Context: an optimization exercise on an open-source flow, tuned for small area and a short achievable clock period. The choices shown serve that exercise and are no tape-out recipe. Where RTL was checked, it was by simulation tests only, not by an equivalence proof against the original. No functional check of the RTL was part of runs 4 and 5. No activity file was given, so power comes from the tool's default toggle rates.

## flow/design.v (module list and top-level ports; edited modules follow where they fit)
// module atis_classifier: 308 lines
// module atis_mac_cm: 246 lines
// module atis_mac_sm: 246 lines
// module atis_mac_cs: 246 lines
// module atis_mac_ss: 246 lines
// module atis_fa: 9 lines
// module atis_ha: 8 lines
// module atis_sync: 128 lines
// module atis_decoder: 41 lines
module atis_decoder (
    input  wire        clk,
    input  wire        rst,
    input  wire        sample_valid,
    input  wire [15:0] sample,
    output wire        id_valid,
    output wire [34:0] id_pairs,
    output wire [3:0]  id_len,
    output wire [79:0] id_text,
    output reg         locked,
    output wire        fault_ovf
);
  // ...
==> flow/flow/run.sh <==
#!/bin/bash
# Own layout flow: the standard flow (standard.sh, unchanged synthesis,
# floorplan, power grid, placement, CTS and routing), with plain buffers
# instead of delay buffers on the ports, and timing repair asked for 8.5 ns
# of setup slack at the 12 ns clock. The full make output goes to
# standard.log; ORFS keeps each step's log under orfs/logs.
set -euo pipefail
export BUFFER_PORTS_ARGS="-buffer_cell sky130_fd_sc_hd__buf_2"
export SETUP_SLACK_MARGIN=8.5
bash standard.sh > standard.log 2>&1
==> flow/standard.sh <==
#!/bin/bash
# synth_recipe.tcl (not shown) runs the flow's synth.tcl, then flattens the netlist and writes it again
# the make line also repeats each setting of config.mk as NAME=value (left out here)
make -C /OpenROAD-flow-scripts/flow DESIGN_CONFIG=/design/flow/config.mk WORK_HOME=/design/flow/orfs CLKGATE_MAP_FILE= SYNTH_SCRIPT=/design/flow/synth_recipe.tcl "${@:-finish}"
==> flow/config.mk <==
export PLATFORM = sky130hd
export DESIGN_NAME = atis_decoder
export DESIGN_NICKNAME = atis_decoder
export VERILOG_FILES = /design/flow/design.v
export SDC_FILE = /design/flow/constraint.sdc
export NUM_CORES = 4
export LEC_CHECK = 0
export CAP_MARGIN = 20
export CORE_MARGIN = 2
export CORE_UTILIZATION = 65
export CTS_CLUSTER_DIAMETER = 80
export CTS_CLUSTER_SIZE = 24
export SLEW_MARGIN = 20
export SYNTH_HIERARCHICAL = 1
export SYNTH_MINIMUM_KEEP_SIZE = 0
==> flow/constraint.sdc <==
create_clock -name core_clock -period 12.0 [get_ports {clk}]
set_input_delay 2.4000 -clock core_clock [delete_from_list [all_inputs] [get_ports {clk}]]
set_output_delay 2.4000 -clock core_clock [all_outputs]
set_load 0.01 [all_outputs]
==> out/results.ini, run 1 <==
[run_status]
status=complete, no violations

[finish]
fin_area_sq_um=49980
diodes=0
buf_share_pct=2.844
final_nets=5031
multi_input_area_share_pct=61.77
seq_cells=631
layout.area.seq_sq_um=14380

[global_route]
antenna_found_initial=3
grt_pass1_vias=32240
grtUsageMet2_pct=50.05
grt_max_degree=82

[clock_network]
cts_root_buf=clkbuf_16
clk_pin_slew_worst_paths_ns=0.09
htree_levels=2
cts_tree=done
clk_path_buf_depth=3

[die]
core-area_sq_um=72710

[power]
pg_comb_w=0.00432
p_leak_nw=20.56
power.total_w=0.009091

[routing]
wire_per_inst_microns=22.55
met1Wirelength_microns=51280
drtPass1Iterations=6
met2RoutedLength_microns=54190

[sta]
fmax_mhz=274.9
tightestPinTransition_ns=1.178

[synth]
synth_top_area_cell=fa_1
synth_edf_count=168

[worst_setup_path]
worstPathMaxFanout=2

[place]
pre_cts_ws_ns=8.002

==> module atis_sync, before the edit <==
module atis_sync (
    input  wire        clk,
    input  wire        rst,
    input  wire        bit_valid,
    input  wire        bit_in,
    output reg         locked,
    output wire        locked_next,
    output reg         id_valid,
    output reg  [34:0] id_pairs,    
    output wire [3:0]  id_len,
    output wire [79:0] id_text
);
    reg  [9:0] ring;
    reg  [3:0] cnt;        
    reg        pend;       
    reg        act;        
    reg        started;
    reg        alt;        
    reg  [2:0] out_len;
    reg        drop;       
    reg        ndrop;
    reg  [3:0] dig [0:9];  
    wire [6:0] sym_val   = ring[6:0];
    wire [2:0] sym_check = {ring[7], ring[8], ring[9]};
    wire [2:0] sym_ones  = {2'b00, sym_val[0]} + {2'b00, sym_val[1]}
                         + {2'b00, sym_val[2]} + {2'b00, sym_val[3]}
                         + {2'b00, sym_val[4]} + {2'b00, sym_val[5]}
                         + {2'b00, sym_val[6]};
    reg  [3:0] tens_n;
    always @* begin
        if      (sym_val >= 7'd90) tens_n = 4'd9;
        else if (sym_val >= 7'd80) tens_n = 4'd8;
        else if (sym_val >= 7'd70) tens_n = 4'd7;
        else if (sym_val >= 7'd60) tens_n = 4'd6;
        else if (sym_val >= 7'd50) tens_n = 4'd5;
        else if (sym_val >= 7'd40) tens_n = 4'd4;
        else if (sym_val >= 7'd30) tens_n = 4'd3;
        else if (sym_val >= 7'd20) tens_n = 4'd2;
        else if (sym_val >= 7'd10) tens_n = 4'd1;
        else                       tens_n = 4'd0;
    end
    wire [6:0] ones_w = sym_val - {tens_n, 3'b000} - {2'b00, tens_n, 1'b0};
    reg        q_ok, q_le99, q_lock, q_lt10;
    reg  [3:0] q_tens, q_ones;
    always @(posedge clk) begin
        q_ok   <= (sym_check == 3'd7 - sym_ones);
        q_le99 <= (sym_val <= 7'd99);
        q_lock <= (sym_val == 7'd125);
        q_lt10 <= (sym_val < 7'd10);
        q_tens <= tens_n;
        q_ones <= ones_w[3:0];
    end
    wire       read   = act && locked && q_ok && !alt && (started || q_le99);
    wire       keep   = read && q_le99;
    wire       drop_n = (out_len == 3'd0) ? q_lt10 : drop;
    assign locked_next = rst ? 1'b0 :
                         !act ? locked :
                         !locked ? (q_ok && q_lock) :
                         (q_ok && !(keep && out_len == 3'd4));
    always @(posedge clk) begin
        if (rst) begin
            cnt      <= 4'd0;
            pend     <= 1'b0;
            act      <= 1'b0;
            id_valid <= 1'b0;
            started  <= 1'b0;
            alt      <= 1'b0;
            out_len  <= 3'd0;
        end else begin
            id_valid <= 1'b0;
            pend     <= bit_valid && (cnt == 4'd9);
            act      <= pend;
            if (bit_valid && cnt != 4'd9)
                cnt <= cnt + 4'd1;
            if (act) begin
                if (!locked) begin
                    if (q_ok && q_lock) begin
                        cnt     <= 4'd0;
                        started <= 1'b0;
                        alt     <= 1'b0;
                        out_len <= 3'd0;
                    end
                end else begin
                    cnt <= 4'd0;
                    if (!q_ok) begin
                    end else if (read) begin
                        started <= 1'b1;
                        alt     <= 1'b1;
                        if (q_le99) begin
                            out_len <= out_len + 3'd1;
                            if (out_len == 3'd4)
                                id_valid <= 1'b1;
                        end
                    end else if (started) begin
                        alt <= 1'b0;
                    end
                end
            end
        end
    end
    always @(posedge clk)
        locked <= locked_next;
    always @(posedge clk) begin
        if (bit_valid)
            ring <= {bit_in, ring[9:1]};
    end
    integer k;
    always @(posedge clk) begin
        if (keep) begin
            id_pairs <= {sym_val, id_pairs[34:7]};
            drop     <= drop_n;
            ndrop    <= !drop_n;
            for (k = 0; k < 7; k = k + 1)
                dig[k] <= dig[k+2];
            dig[7] <= drop_n ? q_tens : dig[9];
            dig[8] <= drop_n ? q_ones : q_tens;
            dig[9] <= drop_n ? 4'd0 : q_ones;
        end
    end
    genvar j;
    generate
        for (j = 0; j < 9; j = j + 1) begin : g_txt
            assign id_text[8*j +: 8] = {4'h3, dig[j]};
        end
    endgenerate
    assign id_text[79:72] = {2'b00, ndrop, ndrop, dig[9]};
    assign id_len = {1'b1, 1'b0, ndrop, drop};
endmodule
==> inputs of run 2 (changes only) <==
--- a/flow/design.v
+++ b/flow/design.v
@@ -1361,7 +1361,7 @@
     end
     wire       read   = act && locked && q_ok && !alt && (started || q_le99);
     wire       keep   = read && q_le99;
-    wire       drop_n = (out_len == 3'd0) ? q_lt10 : drop;
+    wire       drop_n = (out_len == 3'd0) ? q_lt10 : !ndrop;
     assign locked_next = rst ? 1'b0 :
                          !act ? locked :
                          !locked ? (q_ok && q_lock) :
==> run 2 against run 1 <==
Against the previous run:
- setup slack better by 0.0049 ns
- power down 0.37%
- first-iteration DRC count increased by 5.6%
- sequential share of layout area is 0.15 points higher
- flip-flop and latch count stayed put
- combinational power up 3%
- clock power is 9% lower
- cell count fell by 0.31%
- core utilization down 0.37 points
- critical path type unchanged
==> out/results.ini, run 2 <==
[die]
io-pin-count=141
core-area_sq_um=72710  ; unchanged
die_w_microns=274.4
fp-row-count=99
dieArea_sq_um=75320
die_y_microns=274.4
start_util_pct=65.38

[clock_network]
cts_root_buf=clkbuf_16
htree_levels=2  ; unchanged
clock-sinks=631
cts_tree=done
cts_buffers=40
clk_latency_ns=0.61
postCtsHoldBufs=0
clk_pin_slew_worst_paths_ns=0.09  ; about the same
clk_path_buf_depth=3  ; unchanged

[place]
pre_cts_ws_ns=8.268  ; +0.2666 ns
post-dp-hpwl_microns=82610
portBuffers=99
gp_routability_congestion=0.9698

[worst_setup_path]
timing.rr.end=u_classifier.u_mac_ss.c[18]$_DFF_P_
cp_top_family=flip-flops
r2r_start=u_classifier.u_mac_ss.rom_ss[5]$_DFF_P_
worstPathMaxFanout=4  ; +2
cpPeakStageDelay_ns=0.46
cp-end-kind=output pin
crit_slowest_cell=edfxtp_1
r2r_setup_slack_ns=8.60
path_class=reg -> out
worst_ep_required_time_ns=9.60
startpoint=u_sync.ndrop$_DFFE_PP_
worstPathArrival_ns=1.23
worstPathBufferInverterCount=1
critPathLaunchType=flip-flop
r2r_cells=5
worstPathCellList=buf_2

[routing]
wire_per_inst_microns=22.30  ; -1.1%
drc=0
routed_wl_microns=114800
ant_nets=0
drt-initial-drc-count=2823
vias_per_cell=6.086
drtPass1Iterations=6  ; unchanged
via_count=31340

[synth]
seq_area_frac_synth_pct=30.11
synth_most_common_cell=fa_1
ys_ff_latch=631
synthFlopType=dfxtp_1
ys_warn_count=14
synth_edf_count=168  ; unchanged
synthCells=4199
syn-mean-instance-area_sq_um=11.32
synthArstFlopShare_pct=0
synth_top_area_share_pct=22.65
synth_area_leaders=fa_1 23%, dfxtp_1 19%, edfxtp_1 11%, xnor2_1 9.5%, ha_1 8.0%
syn_area_sq_um=47540
yosysUniqueCellTypes=92
synth_top_area_cell=fa_1
synthTopCellsByCount=538 x fa_1, 516 x xnor2_1, 463 x dfxtp_1, 370 x a22oi_1, 303 x ha_1

[sta]
fmax_mhz=275.2  ; +0.13%
hold_violations=0
skew_ns=0.03066
rsz0062_at_grt=yes
drv_slew=0
tightestPinTransition_ns=1.174  ; -0.004099 ns
post-route-min-period_ns=3.633
period_share_pct=30.28
slew_headroom_pct=21.64
setup_viol_count_final=0
finalSetupTns_ns=0
setup_ws_ns=8.367

[worst_hold_path]
min_path_type=reg -> reg
hold_end=u_sync.dig[4][0]$_DFFE_PP_
whs_path_depth=0
hold_start=u_sync.dig[6][0]$_DFFE_PP_

[power]
p_leak_nw=20.42  ; -0.71%
ir_drop_mv=0.1362
power.total_w=0.009057  ; -0.37%
power.density_nw_per_um2=182.2

[finish]
fillCellCount=5581
largest_reg_flops=40
layout.area.seq_sq_um=14380  ; about the same
areaGrowthSynthToFinish_pct=4.550
top_register=u_sync.dig
final_cell_mix=538 x fa_1, 516 x xnor2_1, 421 x dfxtp_1
layout-drive-gt1-share_pct=10.17
multi_input_comb_area_sq_um=30860
final_nets=5019  ; -0.24%
layout_commonest_cell=fa_1
reg_top3=u_sync.dig x40, u_sync.id_pairs x35

[global_route]
grt_pass1_vias=31850  ; -1.2%
gr-total-overflow=0
grt_first_pass_wirelength_microns=181600
antenna_found_initial=2  ; -1
grt_max_degree=82  ; unchanged
grt_use_total_pct=31.02

[run_status]
status=complete, no violations

[job]
cap_violations=0

-- run 2: final cells by class --
type,count,area share (%)
well taps,959,2.414
flip-flops and latches,631,28.93
clock buffers,51,2.205
inverters,129,0.9742
multi-input cells,3158,62.10
repair buffers,199,2.792
diodes,1,0.005034
clock inverters,22,0.5865
-- run 2: stage by stage --
step | util, % | instances | cell area (sq um) | hold WS, ns
after floorplan | - | 4237 | 47690 | 0.4003
after global placement | 65.80 | 5037 | 47840 | 0.4195
after detailed placement | 65.80 | 5037 | 47840 | 0.4266
after CTS | 67.93 | 5128 | 49400 | 0.4501
after global routing | 68.36 | 5149 | 49700 | 0.4583
final | 68.36 | 5150 | 49710 | 0.4499
-- run 2: logic make-up after synthesis --
group	share of synthesized area, %
flops	30.11
simple gates	9.585
xor+xnor	10.57
compound gates	13.16
mux	0.6106
buf+inv	5.306
other cells	0.03157
fa+ha+maj	30.63
-- run 2: how the worst max path moves through the flow --
stage	end	slack, ns	cells past startpoint
after global placement	u_classifier.u_mac_sm.c[16]$_DFF_P_	8.33	7
after CTS	id_len[1]	8.33	1
after floorplan	u_classifier.sticky$_SDFFE_PP0P_	8.70	9
after detailed placement	u_classifier.u_mac_sm.c[16]$_DFF_P_	8.27	7
final	id_text[77]	8.37	1
after global routing	id_text[76]	8.32	1
-- run 2: metal layers --
metal / vias to the layer above / wire, microns / GRT usage (%)
met5: - / 13 / 0
met4: 2 / 2959 / 7.780
met3: 183 / 8421 / 5.570
met2: 1203 / 53400 / 49.91
met1: 15590 / 50030 / 43.70
li1: 14370 / - / -
-- run 2: repair_timing --
action,in CTS,in global routing
setup endpoints to repair,109,130
buffers inserted,18,20
gates resized for setup,9,46
-- run 2: power breakdown --
| part | internal [W] | switching, W | total [W] |
|---|---|---|---|
| clock network | 0.000715 | 0.000820 | 0.00153 |
| registers | 0.00279 | 0.000280 | 0.00307 |
| logic | 0.00190 | 0.00255 | 0.00446 |
-- run 2: per-module statistics from Yosys, one instance, submodules excluded, a selection --
| module | area (sq um) | cells inside | flip-flops and latches | times used |
|---|---|---|---|---|
| atis_mac_sm | 4457 | 455 | 81 | 1 |
| atis_decoder | 31.28 | 3 | 1 | 1 |
| atis_mac_ss | 4159 | 454 | 81 | 1 |
| atis_sync | 4676 | 324 | 112 | 1 |
| atis_mac_cs | 4377 | 460 | 81 | 1 |
| atis_fa | 20.02 | 1 | 0 | 534 |
| atis_classifier | 13140 | 1411 | 194 | 1 |
==> inputs of run 3 (changes only) <==
==> flow/flow/run.sh (replaced) <==
#!/bin/bash
# Own layout flow: the standard flow (standard.sh, unchanged synthesis,
# floorplan, power grid, placement, CTS and routing), with plain buffers
# instead of delay buffers on the ports, and timing repair asked for 8.7 ns
# of setup slack at the 12 ns clock. The full make output goes to
# standard.log; ORFS keeps each step's log under orfs/logs.
set -euo pipefail
export BUFFER_PORTS_ARGS="-buffer_cell sky130_fd_sc_hd__buf_2"
export SETUP_SLACK_MARGIN=8.7
bash standard.sh > standard.log 2>&1
--- a/flow/config.mk
+++ b/flow/config.mk
@@ -9,7 +9,7 @@
 export CORE_MARGIN = 2
 export CORE_UTILIZATION = 65
 export CTS_CLUSTER_DIAMETER = 80
-export CTS_CLUSTER_SIZE = 24
+export CTS_CLUSTER_SIZE = 28
 export SLEW_MARGIN = 20
 export SYNTH_HIERARCHICAL = 1
 export SYNTH_MINIMUM_KEEP_SIZE = 0
==> run 3 against run 2 <==
Against the previous run:
- hold slack got worse by 0.0037 ns
- critical endpoint is now id_text[76]
- synthesized cell count unchanged
- setup slack got worse by 0.033 ns
- still clean on timing, DRC and antenna
- power increased by 0.78%
- flip-flop and latch count unchanged
- highest routed layer unchanged
- combinational power about the same
- core utilization increased by 0.56 points
- largest cell class unchanged
- final area increased by 0.83%
- clock skew increased by 0.0042 ns
==> out/results.ini, run 3 <==
[global_route]
antenna_found_initial=4  ; +2
grt_use_total_pct=31.24  ; +0.22 points
grt_first_pass_wirelength_microns=182500  ; +0.49%
gr-total-overflow=0  ; unchanged
grt_max_degree=82  ; unchanged
grt_pass1_vias=31890  ; +0.12%

[place]
dp.cells=5031  ; -0.12%
portBuffers=99  ; unchanged
gp_routability_congestion=0.9461  ; -2.4%
post-dp-hpwl_microns=83040  ; +0.52%

[synth]
synthArstFlopShare_pct=0  ; unchanged
ys_warn_count=14  ; unchanged
seq_area_frac_synth_pct=30.11  ; unchanged
synth_edf_count=168  ; unchanged
synth-compound-area-share_pct=13.16  ; unchanged
synthCells=4199  ; unchanged
synth_xor_area_share_pct=10.57  ; unchanged
synth_area_leaders=fa_1 23%, dfxtp_1 19%, edfxtp_1 11%, xnor2_1 9.5%, ha_1 8.0%
muxShareOfSynthArea_pct=0.6106  ; unchanged
synth_top_area_cell=fa_1
syn_area_sq_um=47540  ; unchanged
synth_most_common_cell=fa_1
synth_top_family_by_area=adder cells
synth_top_area_share_pct=22.65  ; unchanged
synthTopCellsByCount=538 x fa_1, 516 x xnor2_1, 463 x dfxtp_1, 370 x a22oi_1, 303 x ha_1
yosysUniqueCellTypes=92  ; unchanged
syn-mean-instance-area_sq_um=11.32  ; unchanged
synthAdderAreaFrac_pct=30.63  ; unchanged
synthFlopType=dfxtp_1
synth_simple_gate_area_share_pct=9.585  ; unchanged
ys_ff_latch=631  ; unchanged

[die]
die_y_microns=274.4  ; unchanged
start_util_pct=65.38  ; unchanged
fp-row-count=99  ; unchanged
core-area_sq_um=72710  ; unchanged
die_w_microns=274.4  ; unchanged
io-pin-count=141  ; unchanged
dieArea_sq_um=75320  ; unchanged

[job]
cap_violations=0  ; unchanged

[routing]
via_count=31460  ; +0.36%
drt-initial-drc-count=2529  ; -10%
ant_nets=0  ; unchanged
wire_per_inst_microns=22.54  ; +1.1%
vias_per_cell=6.098  ; +0.20%
drc=0  ; unchanged
routed_wl_microns=116300  ; +1.3%
drtPass1Iterations=6  ; unchanged

[sta]
rsz0062_at_grt=yes
finalSetupTns_ns=0  ; unchanged
fmax_mhz=272.8  ; -0.89%
post-route-min-period_ns=3.666  ; +0.03256 ns
whs_ns=0.4462  ; -0.003724 ns
tightestPinTransition_ns=1.111  ; -0.06228 ns
drv_slew=0  ; unchanged
period_share_pct=30.55  ; +0.27 points
slew_headroom_pct=25.63  ; +4.0 points
setup_viol_count_final=0  ; unchanged
skew_ns=0.03486  ; +0.004205 ns
hold_violations=0  ; unchanged

[finish]
layout_commonest_cell=fa_1
top_register=u_sync.dig
final_nets=5027  ; +0.16%
final_cell_mix=536 x fa_1, 516 x xnor2_1, 375 x dfxtp_1
layout-drive-gt1-share_pct=11.72  ; +1.6 points
fillCellCount=5566  ; -0.27%
largest_reg_flops=40  ; unchanged
diodes=0  ; -1
multi_input_comb_area_sq_um=30910  ; +0.13%
layout.area.seq_sq_um=14450  ; +0.49%
areaGrowthSynthToFinish_pct=5.414
reg_top3=u_sync.dig x40, u_sync.id_pairs x35
layout.cells.non_filler=5158  ; +0.16%

[power]
power.density_nw_per_um2=182.1  ; about the same
ir_drop_mv=0.1375  ; +0.94%
power.total_w=0.009127  ; +0.78%
p_leak_nw=20.56  ; +0.69%

[worst_setup_path]
cp-end-kind=output pin
worstPathMaxFanout=4  ; unchanged
cp_top_family=flip-flops
crit_slowest_cell=edfxtp_1
path_class=reg -> out
cpPeakStageDelay_ns=0.46  ; about the same
worstPathCellList=buf_2
critPathLaunchType=flip-flop
worst_ep_required_time_ns=9.60  ; about the same
worstPathBufferInverterCount=1  ; unchanged
worstPathArrival_ns=1.27  ; +0.04 ns

[clock_network]
cts_buffers=40  ; unchanged
htree_levels=2  ; unchanged
clock-sinks=631  ; unchanged
postCtsHoldBufs=0  ; unchanged
cts_tree=done
clk_latency_ns=0.63  ; +0.02 ns
clk_pin_slew_worst_paths_ns=0.10  ; about the same
clk_path_buf_depth=3  ; unchanged
cts_root_buf=clkbuf_16

[run_status]
status=complete, no violations

[worst_hold_path]
min_path_type=reg -> reg

-- run 3: cell counts after synthesis --
No cell type changed its count.
-- run 3: cell type report --
| type | instances | share of cell area (%) |
|---|---|---|
| Clock buffer | 47 | 2.092 |
| Clock inverter | 27 | 0.8239 |
| Sequential cell | 631 | 28.83 |
| Tap cell | 959 | 2.394 |
| Inverter | 129 | 0.9662 |
| Timing Repair Buffer | 207 | 3.223 |
| Multi-Input combinational cell | 3158 | 61.67 |
-- run 3: per-layer routing --
layer | vias up | track usage [%] | routed length, microns | part of all wire [%]
met2 | 1240 | 50.65 | 54340 | 47
met4 | 6 | 8.424 | 3232 | 2.8
met3 | 222 | 5.859 | 8546 | 7.3
li1 | 14380 | - | - | -
met5 | - | 0 | 30 | 0.026
met1 | 15610 | 43.25 | 50140 | 43
-- run 3: through the flow --
stage                     worst slack [ns]  util (%)  instance area, sq um
final                                8.334     68.92                 50120
after detailed placement             8.378     65.74                 47800
after global placement               8.433     65.72                 47790
after CTS                            8.283     68.31                 49670
after global routing                 8.291     68.92                 50120
after floorplan                      8.720         -                 47690
-- run 3: cells by family after synthesis --
group	count (synthesis)
and+or+nand+nor	851
muxes	28
DFF	631
other	4
xor gates and xnor gates	574
buffers and inverters	448
AOI/OAI and AO/OA	822
adders and majority gates	841
-- run 3: power by group --
part           leakage [nW]  total (W)  switching (W)  internal, W
combinational          14.5    0.00445        0.00254      0.00191
clock                 0.703    0.00159       0.000888     0.000705
sequential             5.33    0.00308       0.000296      0.00279
-- run 3: what timing repair did --
action                     in CTS  in global routing
setup buffers                  19                 30
setup endpoints to repair     177                177
pin swaps                       0                  7
gates cloned                    3                  0
gates resized for setup        65                 80
-- run 3: final timing paths --
check                                      from  cells past startpoint                               to  slack [ns]
max                      u_sync.ndrop$_DFFE_PP_                      1                      id_text[76]        8.33
min                      u_sync.pend$_SDFF_PP0_                      1            u_sync.act$_SDFF_PP0_        0.45
max reg2reg  u_classifier.u_mac_sm.c[1]$_DFF_P_                      9  u_classifier.f_sm[14]$_DFFE_PP_        8.76
min reg2reg              u_sync.pend$_SDFF_PP0_                      1            u_sync.act$_SDFF_PP0_        0.45
-- run 3: modules after synthesis (local to each module, per instance), a selection --
module           flip-flops and latches  times used
atis_fa                               0         534
atis_classifier                     194           1
atis_mac_sm                          81           1
atis_mac_cm                          81           1
atis_mac_cs                          81           1
atis_ha                               0         105
==> inputs of run 4 (changes only) <==
--- a/flow/design.v
+++ b/flow/design.v
@@ -1321,7 +1321,6 @@
 );
     reg  [9:0] ring;
     reg  [3:0] cnt;        
-    reg        pend;       
     reg        act;        
     reg        started;
     reg        alt;        
@@ -1349,16 +1348,12 @@
         else                       tens_n = 4'd0;
     end
     wire [6:0] ones_w = sym_val - {tens_n, 3'b000} - {2'b00, tens_n, 1'b0};
-    reg        q_ok, q_le99, q_lock, q_lt10;
-    reg  [3:0] q_tens, q_ones;
-    always @(posedge clk) begin
-        q_ok   <= (sym_check == 3'd7 - sym_ones);
-        q_le99 <= (sym_val <= 7'd99);
-        q_lock <= (sym_val == 7'd125);
-        q_lt10 <= (sym_val < 7'd10);
-        q_tens <= tens_n;
-        q_ones <= ones_w[3:0];
-    end
+    wire       q_ok   = (sym_check == 3'd7 - sym_ones);
+    wire       q_le99 = (sym_val <= 7'd99);
+    wire       q_lock = (sym_val == 7'd125);
+    wire       q_lt10 = (sym_val < 7'd10);
+    wire [3:0] q_tens = tens_n;
+    wire [3:0] q_ones = ones_w[3:0];
     wire       read   = act && locked && q_ok && !alt && (started || q_le99);
     wire       keep   = read && q_le99;
     wire       drop_n = (out_len == 3'd0) ? q_lt10 : !ndrop;
@@ -1369,7 +1364,6 @@
     always @(posedge clk) begin
         if (rst) begin
             cnt      <= 4'd0;
-            pend     <= 1'b0;
             act      <= 1'b0;
             id_valid <= 1'b0;
             started  <= 1'b0;
@@ -1377,8 +1371,7 @@
             out_len  <= 3'd0;
         end else begin
             id_valid <= 1'b0;
-            pend     <= bit_valid && (cnt == 4'd9);
-            act      <= pend;
+            act      <= bit_valid && (cnt == 4'd9);
             if (bit_valid && cnt != 4'd9)
                 cnt <= cnt + 4'd1;
             if (act) begin
==> flow/flow/run.sh (replaced) <==
#!/bin/bash
# Own layout flow: the standard flow (standard.sh, unchanged synthesis,
# floorplan, power grid, placement, CTS and routing), with plain buffers
# instead of delay buffers on the ports, and timing repair asked for 8.5 ns
# of setup slack at the 12 ns clock. The full make output goes to
# standard.log; ORFS keeps each step's log under orfs/logs.
set -euo pipefail
export BUFFER_PORTS_ARGS="-buffer_cell sky130_fd_sc_hd__buf_2"
export SETUP_SLACK_MARGIN=8.5
bash standard.sh > standard.log 2>&1
--- a/flow/config.mk
+++ b/flow/config.mk
@@ -9,7 +9,7 @@
 export CORE_MARGIN = 2
 export CORE_UTILIZATION = 65
 export CTS_CLUSTER_DIAMETER = 80
-export CTS_CLUSTER_SIZE = 28
+export CTS_CLUSTER_SIZE = 24
 export SLEW_MARGIN = 20
 export SYNTH_HIERARCHICAL = 1
 export SYNTH_MINIMUM_KEEP_SIZE = 0
==> run 4 against run 3 <==
Against the previous run:
- global-route usage grew 1.5 points
- sequential share of layout area down 0.37 points
- maximum frequency fell by 1.2%
- hold slack gained 0.0049 ns
- critical path type unchanged
- largest power group unchanged
==> out/results.ini, run 4 <==
[place]
portBuffers=99  ; unchanged
gp_routability_congestion=0.9437  ; -0.25%
post-dp-hpwl_microns=86420  ; +4.1%
dp.cells=4988  ; -0.85%

[power]
power.total_w=0.009058  ; -0.75%
p_leak_nw=20.39  ; -0.80%
ir_drop_mv=0.1386  ; +0.80%
power.density_nw_per_um2=182.5  ; +0.22%

[global_route]
grtUsageMet2_pct=53.81  ; +3.2 points
grt_util_met3_pct=5.281  ; -0.58 points
grt_first_pass_wirelength_microns=190800  ; +4.5%
grt_pass1_vias=34090  ; +6.9%
grt_use_total_pct=32.72  ; +1.5 points
top_usage_layer=met2
grt_max_degree=82  ; unchanged
gr-total-overflow=0  ; unchanged
antenna_found_initial=3  ; -1
use_met1_pct=43.39  ; +0.14 points

[worst_setup_path]
worstPathCellList=buf_2
cp-end-kind=output pin
worstPathMaxFanout=4  ; unchanged
crit_slowest_cell=edfxtp_1
worstPathBufferInverterCount=1  ; unchanged
critPathLaunchType=flip-flop
worst_ep_required_time_ns=9.60  ; about the same
worstPathArrival_ns=1.31  ; +0.04 ns
cpPeakStageDelay_ns=0.49  ; +0.03 ns
cp_top_family=flip-flops
path_class=reg -> out

[routing]
wire_per_inst_microns=23.68  ; +5.0%
routed_wl_microns=121500  ; +4.5%
via_count=32330  ; +2.8%
vias_per_cell=6.300  ; +3.3%
ant_nets=0  ; unchanged
drtPass1Iterations=7  ; +1
drc=0  ; unchanged
drt-initial-drc-count=3113  ; +23%

[finish]
layout.cells.non_filler=5132  ; -0.50%
largest_reg_flops=40  ; unchanged
layout-drive-gt1-share_pct=11.05  ; -0.66 points
top_register=u_sync.dig
layout_commonest_cell=fa_1
final_cell_mix=538 x fa_1, 514 x xnor2_1, 406 x dfxtp_1
final_nets=5010  ; -0.34%
areaGrowthSynthToFinish_pct=5.276
reg_top3=u_sync.dig x40, u_sync.id_pairs x35
fillCellCount=5329  ; -4.3%

[synth]
synthArstFlopShare_pct=0  ; unchanged
synth_top_area_cell=fa_1
synth_top_area_share_pct=22.85  ; +0.19 points
synth_edf_count=168  ; unchanged
yosysUniqueCellTypes=89  ; -3.3%
synth_area_leaders=fa_1 23%, dfxtp_1 19%, edfxtp_1 11%, xnor2_1 9.6%, ha_1 8.0%
synthTopCellsByCount=538 x fa_1, 515 x xnor2_1, 450 x dfxtp_1, 370 x a22oi_1, 303 x ha_1
seq_area_frac_synth_pct=29.81  ; -0.30 points
synthFlopType=dfxtp_1
ys_warn_count=14  ; unchanged
syn-mean-instance-area_sq_um=11.32  ; about the same
ys_ff_latch=618  ; -2.1%
syn_area_sq_um=47140  ; -0.84%
synthCells=4166  ; -0.79%
synth_most_common_cell=fa_1

[job]
cap_violations=0  ; unchanged

[clock_network]
cts_buffers=40  ; unchanged
cts_tree=done
cts_root_buf=clkbuf_16
clock-sinks=618  ; -2.1%
clk_path_buf_depth=3  ; unchanged
clk_latency_ns=0.62  ; about the same
clk_pin_slew_worst_paths_ns=0.10  ; about the same
htree_levels=2  ; unchanged

[die]
dieArea_sq_um=74700  ; -0.83%
die_w_microns=273.3  ; -0.41%
fp-row-count=98  ; -1.0%
die_y_microns=273.3  ; -0.41%
io-pin-count=141  ; unchanged
start_util_pct=65.84  ; +0.45 points
core-area_sq_um=71610  ; -1.5%

[run_status]
status=complete, no violations

[worst_hold_path]
min_path_type=reg -> reg

[sta]
post-route-min-period_ns=3.711  ; +0.04562 ns
finalSetupTns_ns=0  ; unchanged
rsz0062_at_grt=yes
tightestPinTransition_ns=1.175  ; +0.06306 ns
slew_headroom_pct=21.41  ; -4.2 points
setup_viol_count_final=0  ; unchanged
drv_slew=0  ; unchanged
hold_violations=0  ; unchanged
period_share_pct=30.93  ; +0.38 points
skew_ns=0.02834  ; -0.006522 ns
fmax_mhz=269.4  ; -1.2%

## run 4: final cells by class
class / instances / area (sq um) / share of cell area [%]
Clock buffer: 47 / 1037 / 2.090
Multi-Input combinational cell: 3138 / 30740 / 61.93
Sequential cell: 618 / 14120 / 28.46
Clock inverter: 25 / 322.8 / 0.6504
Timing Repair Buffer: 221 / 1724 / 3.474
Inverter: 131 / 491.7 / 0.9907
Antenna cell: 2 / 5.005 / 0.01008
Tap cell: 950 / 1189 / 2.395
## run 4: layer usage
| metal | wire length, microns | vias up | share of wire (%) |
|---|---|---|---|
| met5 | 11 | - | 0.0091 |
| met4 | 4917 | 2 | 4.0 |
| met3 | 9010 | 332 | 7.4 |
| met2 | 57920 | 1477 | 48 |
| met1 | 49660 | 16220 | 41 |
| li1 | - | 14300 | - |
## run 4: where the power goes
group	leakage, nW	switching (W)	total [W]	internal, W
sequential	5.22	0.000295	0.00304	0.00274
clock	0.658	0.000842	0.00151	0.000673
combinational	14.5	0.00256	0.00451	0.00194
## run 4: cells by family (layout without fill, tap and decap cells)
group / Yosys count / count (layout) / share of synthesized area [%]
other cells: 4 / 44 / 0.03184
buf+inv: 448 / 424 / 5.377
fa+ha+maj: 841 / 841 / 30.89
compound gates: 810 / 810 / 13.15
mux: 24 / 24 / 0.5281
xor+xnor: 573 / 573 / 10.67
simple gates: 848 / 848 / 9.544
flops: 618 / 618 / 29.81
## run 4: worst paths after layout
| path | startpoint | endpoint | slack [ns] | cells past startpoint |
|---|---|---|---|---|
| max | u_sync.ndrop$_DFFE_PP_ | id_len[1] | 8.29 | 1 |
| min | u_sync.dig[7][2]$_DFFE_PP_ | u_sync.dig[5][2]$_DFFE_PP_ | 0.45 | 0 |
| max reg2reg | u_classifier.u_mac_ss.rom_ss[9]$_DFF_P_ | u_classifier.u_mac_ss.c[19]$_DFF_P_ | 8.51 | 6 |
| min reg2reg | u_sync.dig[7][2]$_DFFE_PP_ | u_sync.dig[5][2]$_DFFE_PP_ | 0.45 | 0 |
## run 4: what timing repair did
item | in CTS | in global routing
pin swaps | 1 | 2
endpoints found under the setup margin | 163 | 179
resized for setup | 28 | 44
buffers inserted | 36 | 29
cloned | 1 | 3
hold buffers | 0 | 0
## run 4: modules after synthesis (local to each module, per instance)
module | copies in the design | cells inside | cell area, sq um | flip-flops and latches
atis_mac_cm | 1 | 453 | 4702 | 81
atis_mac_cs | 1 | 460 | 4377 | 81
atis_mac_sm | 1 | 455 | 4457 | 81
atis_classifier | 1 | 1411 | 13140 | 194
atis_fa | 534 | 1 | 20.02 | 0
atis_ha | 105 | 1 | 12.51 | 0
atis_sync | 1 | 291 | 4278 | 99
atis_decoder | 1 | 3 | 31.28 | 1
atis_mac_ss | 1 | 454 | 4159 | 81
## run 4: through the flow
| stage | util [%] | hold slack, ns | worst slack, ns | instance area, sq um |
|---|---|---|---|---|
| floorplan | - | 0.4003 | 7.804 | 47300 |
| global placement | 66.12 | 0.4270 | 7.707 | 47350 |
| detailed placement | 66.14 | 0.4296 | 7.636 | 47360 |
| CTS | 68.61 | 0.4532 | 8.284 | 49130 |
| global route | 69.30 | 0.4565 | 8.258 | 49630 |
| finish | 69.31 | 0.4512 | 8.289 | 49630 |
==> inputs of run 5 (changes only) <==
--- a/flow/config.mk
+++ b/flow/config.mk
@@ -7,9 +7,10 @@
 export LEC_CHECK = 0
 export CAP_MARGIN = 20
 export CORE_MARGIN = 2
-export CORE_UTILIZATION = 65
+export CORE_UTILIZATION = 70
 export CTS_CLUSTER_DIAMETER = 80
 export CTS_CLUSTER_SIZE = 24
+export PLACE_DENSITY = 0.75
 export SLEW_MARGIN = 20
 export SYNTH_HIERARCHICAL = 1
 export SYNTH_MINIMUM_KEEP_SIZE = 0
==> run 5 against run 4 <==
Against the previous run:
- still clean on timing, DRC and antenna
- hold slack got worse by 0.0015 ns
- register-to-register slack improved by 0.03 ns
- highest routed layer unchanged
- non-clock buffer count decreased by 10
- sequential power about the same
- synthesized cell count unchanged
- power decreased by 0.56%
==> out/results.ini, run 5 <==
[worst_setup_path]
timing.rr.end=u_classifier.u_mac_cm.c[17]$_DFF_P_
r2r_start=u_classifier.u_mac_cm.rom_cm[1]$_DFF_P_
worstPathMaxFanout=2  ; -2
r2r_cells=6  ; unchanged
worstPathArrival_ns=1.28  ; -0.03 ns
cpPeakStageDelay_ns=0.48  ; about the same
crit_slowest_cell=edfxtp_1
path_class=reg -> out
worst_ep_required_time_ns=9.60  ; about the same
cp_top_family=flip-flops
worstPathBufferInverterCount=1  ; unchanged
r2r_setup_slack_ns=8.54  ; +0.03 ns
worstPathCellList=buf_2
critPathLaunchType=flip-flop
cp-end-kind=output pin

[sta]
rsz0062_at_grt=yes
post-route-min-period_ns=3.678  ; -0.03334 ns
setup_viol_count_final=0  ; unchanged
tightestPinTransition_ns=1.091  ; -0.08329 ns
period_share_pct=30.65  ; -0.28 points
fmax_mhz=271.9  ; +0.91%
slew_headroom_pct=27.15  ; +5.7 points
finalSetupTns_ns=0  ; unchanged
drv_slew=0  ; unchanged
skew_ns=0.02157  ; -0.006770 ns
hold_violations=0  ; unchanged

[clock_network]
cts_tree=done
htree_levels=2  ; unchanged
cts_root_buf=clkbuf_16
clk_path_buf_depth=3  ; unchanged
clk_latency_ns=0.62  ; about the same
clock-sinks=618  ; unchanged
clk_pin_slew_worst_paths_ns=0.10  ; about the same
cts_buffers=41  ; +2.5%
postCtsHoldBufs=0  ; unchanged

[routing]
drtPass1Iterations=6  ; -1
drc=0  ; unchanged
wire_per_inst_microns=22.96  ; -3.0%
vias_per_cell=6.311  ; +0.16%
via_count=31840  ; -1.5%
ant_nets=0  ; unchanged
drt-initial-drc-count=3075  ; -1.2%
routed_wl_microns=115900  ; -4.7%

[synth]
syn-mean-instance-area_sq_um=11.32  ; unchanged
synth_top_area_cell=fa_1
synth-compound-area-share_pct=13.15  ; unchanged
ys_ff_latch=618  ; unchanged
synth_top_area_share_pct=22.85  ; unchanged
syn_area_sq_um=47140  ; unchanged
synthAdderAreaFrac_pct=30.89  ; unchanged
synthCells=4166  ; unchanged
synth_top_family_by_area=adder cells
synth_xor_area_share_pct=10.67  ; unchanged
muxShareOfSynthArea_pct=0.5281  ; unchanged
synthArstFlopShare_pct=0  ; unchanged
synthFlopType=dfxtp_1
ys_warn_count=14  ; unchanged
yosysUniqueCellTypes=89  ; unchanged
synth_simple_gate_area_share_pct=9.544  ; unchanged
synth_most_common_cell=fa_1
synthTopCellsByCount=538 x fa_1, 515 x xnor2_1, 450 x dfxtp_1, 370 x a22oi_1, 303 x ha_1
synth_edf_count=168  ; unchanged
seq_area_frac_synth_pct=29.81  ; unchanged
synth_area_leaders=fa_1 23%, dfxtp_1 19%, edfxtp_1 11%, xnor2_1 9.6%, ha_1 8.0%

[finish]
final_nets=5001  ; -0.18%
fillCellCount=4727  ; -11%
layout.cells.non_filler=5045  ; -1.7%
fin_area_sq_um=49420  ; -0.42%
top_register=u_sync.dig
final_cell_mix=538 x fa_1, 515 x xnor2_1, 406 x dfxtp_1
layout-drive-gt1-share_pct=10.88  ; -0.17 points
layout_commonest_cell=fa_1
multi_input_comb_area_sq_um=30730  ; about the same
areaGrowthSynthToFinish_pct=4.836
largest_reg_flops=40  ; unchanged
reg_top3=u_sync.dig x40, u_sync.id_pairs x35
fin_util_pct=73.85  ; +4.5 points
layout.area.seq_sq_um=14110  ; about the same

[global_route]
grt_use_total_pct=33.63  ; +0.91 points
grt_pass1_vias=32890  ; -3.5%
antenna_found_initial=3  ; unchanged
gr-total-overflow=0  ; unchanged
grt_max_degree=82  ; unchanged
grt_first_pass_wirelength_microns=183300  ; -3.9%

[place]
placed_area_sq_um=47310  ; -0.11%
portBuffers=99  ; unchanged
post-dp-hpwl_microns=80140  ; -7.3%
dp.cells=4918  ; -1.4%
gp_routability_congestion=0.9187  ; -2.6%

[power]
ir_drop_mv=0.1540  ; +11%
p_leak_nw=20.33  ; -0.30%
power.density_nw_per_um2=182.2  ; -0.15%
power.total_w=0.009007  ; -0.56%

[die]
io-pin-count=141  ; unchanged
die_w_microns=263.5  ; -3.6%
start_util_pct=70.45  ; +4.6 points
die_y_microns=263.5  ; -3.6%
fp-row-count=95  ; -3.1%
dieArea_sq_um=69440  ; -7.0%
core-area_sq_um=66920  ; -6.5%

[run_status]
status=complete, no violations

[worst_hold_path]
whs_path_depth=0  ; unchanged
min_path_type=reg -> reg
hold_end=u_sync.dig[5][0]$_DFFE_PP_
hold_start=u_sync.dig[7][0]$_DFFE_PP_

[job]
cap_violations=0  ; unchanged

run 5: area by class of cell:
cell class              count  area share, %
diodes                      1       0.005063
clock buffers              47          2.124
clock inverters            26         0.7620
inverters                 131         0.9949
multi-input cells        3138          62.17
flip-flops and latches    618          28.55
well taps                 873          2.210
repair buffers            211          3.182
run 5: cells by family after synthesis:
kind of cell | count (synthesis)
XOR/XNOR | 573
AND/OR/NAND/NOR | 848
other | 4
adder cells (fa/ha/maj) | 841
flip-flops | 618
buffers and inverters | 448
AO/OA/AOI/OAI | 810
multiplexers | 24
run 5: worst register-to-register path, stage by stage (launching register included):
cell     delay, ns
dfxtp_1       1.00
o21ai_0       0.22
xor2_1        0.21
fa_1          0.51
fa_1          0.48
fa_1          0.53
fa_1          0.41
run 5: where the power goes:
part | internal (W) | leakage, nW | switching (W) | total (W)
clock network | 0.000704 | 0.682 | 0.000842 | 0.00155
logic | 0.00191 | 14.4 | 0.00254 | 0.00445
registers | 0.00274 | 5.21 | 0.000272 | 0.00302
run 5: worst max path at each step:
stage | endpoint | cells after the start | from | slack, ns
finish | id_text[25] | 1 | u_sync.dig[3][1]$_DFFE_PP_ | 8.32
global route | id_text[25] | 1 | u_sync.dig[3][1]$_DFFE_PP_ | 8.30
CTS | id_text[25] | 1 | u_sync.dig[3][1]$_DFFE_PP_ | 8.30
detailed placement | u_sync.locked$_DFF_P_ | 13 | u_sync.ring[6]$_DFFE_PP_ | 7.71
global placement | locked$_DFF_P_ | 13 | u_sync.ring[4]$_DFFE_PP_ | 7.80
floorplan | locked$_DFF_P_ | 12 | u_sync.ring[5]$_DFFE_PP_ | 7.80
run 5: modules after synthesis, one instance, submodules excluded:
module / cells / times used / flops+latches
atis_classifier: 1411 / 1 / 194
atis_mac_cm: 453 / 1 / 81
atis_mac_sm: 455 / 1 / 81
atis_mac_cs: 460 / 1 / 81
atis_sync: 291 / 1 / 99
atis_mac_ss: 454 / 1 / 81
atis_decoder: 3 / 1 / 1
atis_fa: 1 / 534 / 0
atis_ha: 1 / 105 / 0
run 5: stage by stage:
step	hold slack, ns	setup WS (ns)
global placement	0.4238	7.796
floorplan	0.4003	7.804
global route	0.4634	8.298
CTS	0.4432	8.296
finish	0.4496	8.322
detailed placement	0.4280	7.714
run 5: metal layers:
layer	routed length, microns	vias up	global-route usage [%]
met5	38	-	0
met4	3938	6	11.95
met3	9429	260	6.435
met2	53950	1381	53.65
met1	48490	15900	46.24
li1	-	14290	-
run 5: repair_timing:
item / 4_1_cts / 5_1_grt
pin swaps: 1 / 2
buffers inserted: 31 / 17
setup endpoints to repair: 167 / 200
resized for setup: 17 / 50
cloned: 2 / 1

-- re-timing with driven ports --
How much do the figures lean on ideal ports? The routed layouts below were timed once more, with nothing changed but the port constraints. Step 1 (the two cells are an assumption about what drives the block):
set clk [get_ports {clk}]
set_driving_cell -lib_cell sky130_fd_sc_hd__clkbuf_16 $clk
set_driving_cell -lib_cell sky130_fd_sc_hd__buf_2 [delete_from_list [all_inputs] $clk]
Step 2 times the ports against the registers' clock, not the clock port: input delays grow and output delays shrink by t, the midpoint of the rising clock arrivals with the driver on. Slacks: ideal / step 1 / step 2; pairs: ideal / step 1.
| run | shift t [ns] | slack for setup (ns) | clock arrival spread, ns | slew at the worst register clock pin (ns) | worst slew at a driven data input, ns |
|---|---|---|---|---|---|
| run 1 | 0.675 | 8.362 / 8.291 / 8.512 | 0.042 / 0.041 | 0.09 / 0.09 | 0.04 |
| run 2 | 0.663 | 8.367 / 8.300 / 8.511 | 0.035 / 0.035 | 0.10 / 0.10 | 0.03 |
| run 3 | 0.687 | 8.334 / 8.261 / 8.494 | 0.036 / 0.036 | 0.10 / 0.10 | 0.05 |
| run 4 | 0.679 | 8.289 / 8.220 / 8.510 | 0.033 / 0.033 | 0.10 / 0.10 | 0.03 |
| run 5 | 0.677 | 8.322 / 8.255 / 8.517 | 0.023 / 0.023 | 0.10 / 0.10 | 0.03 |
After both steps every run listed still meets setup and hold.
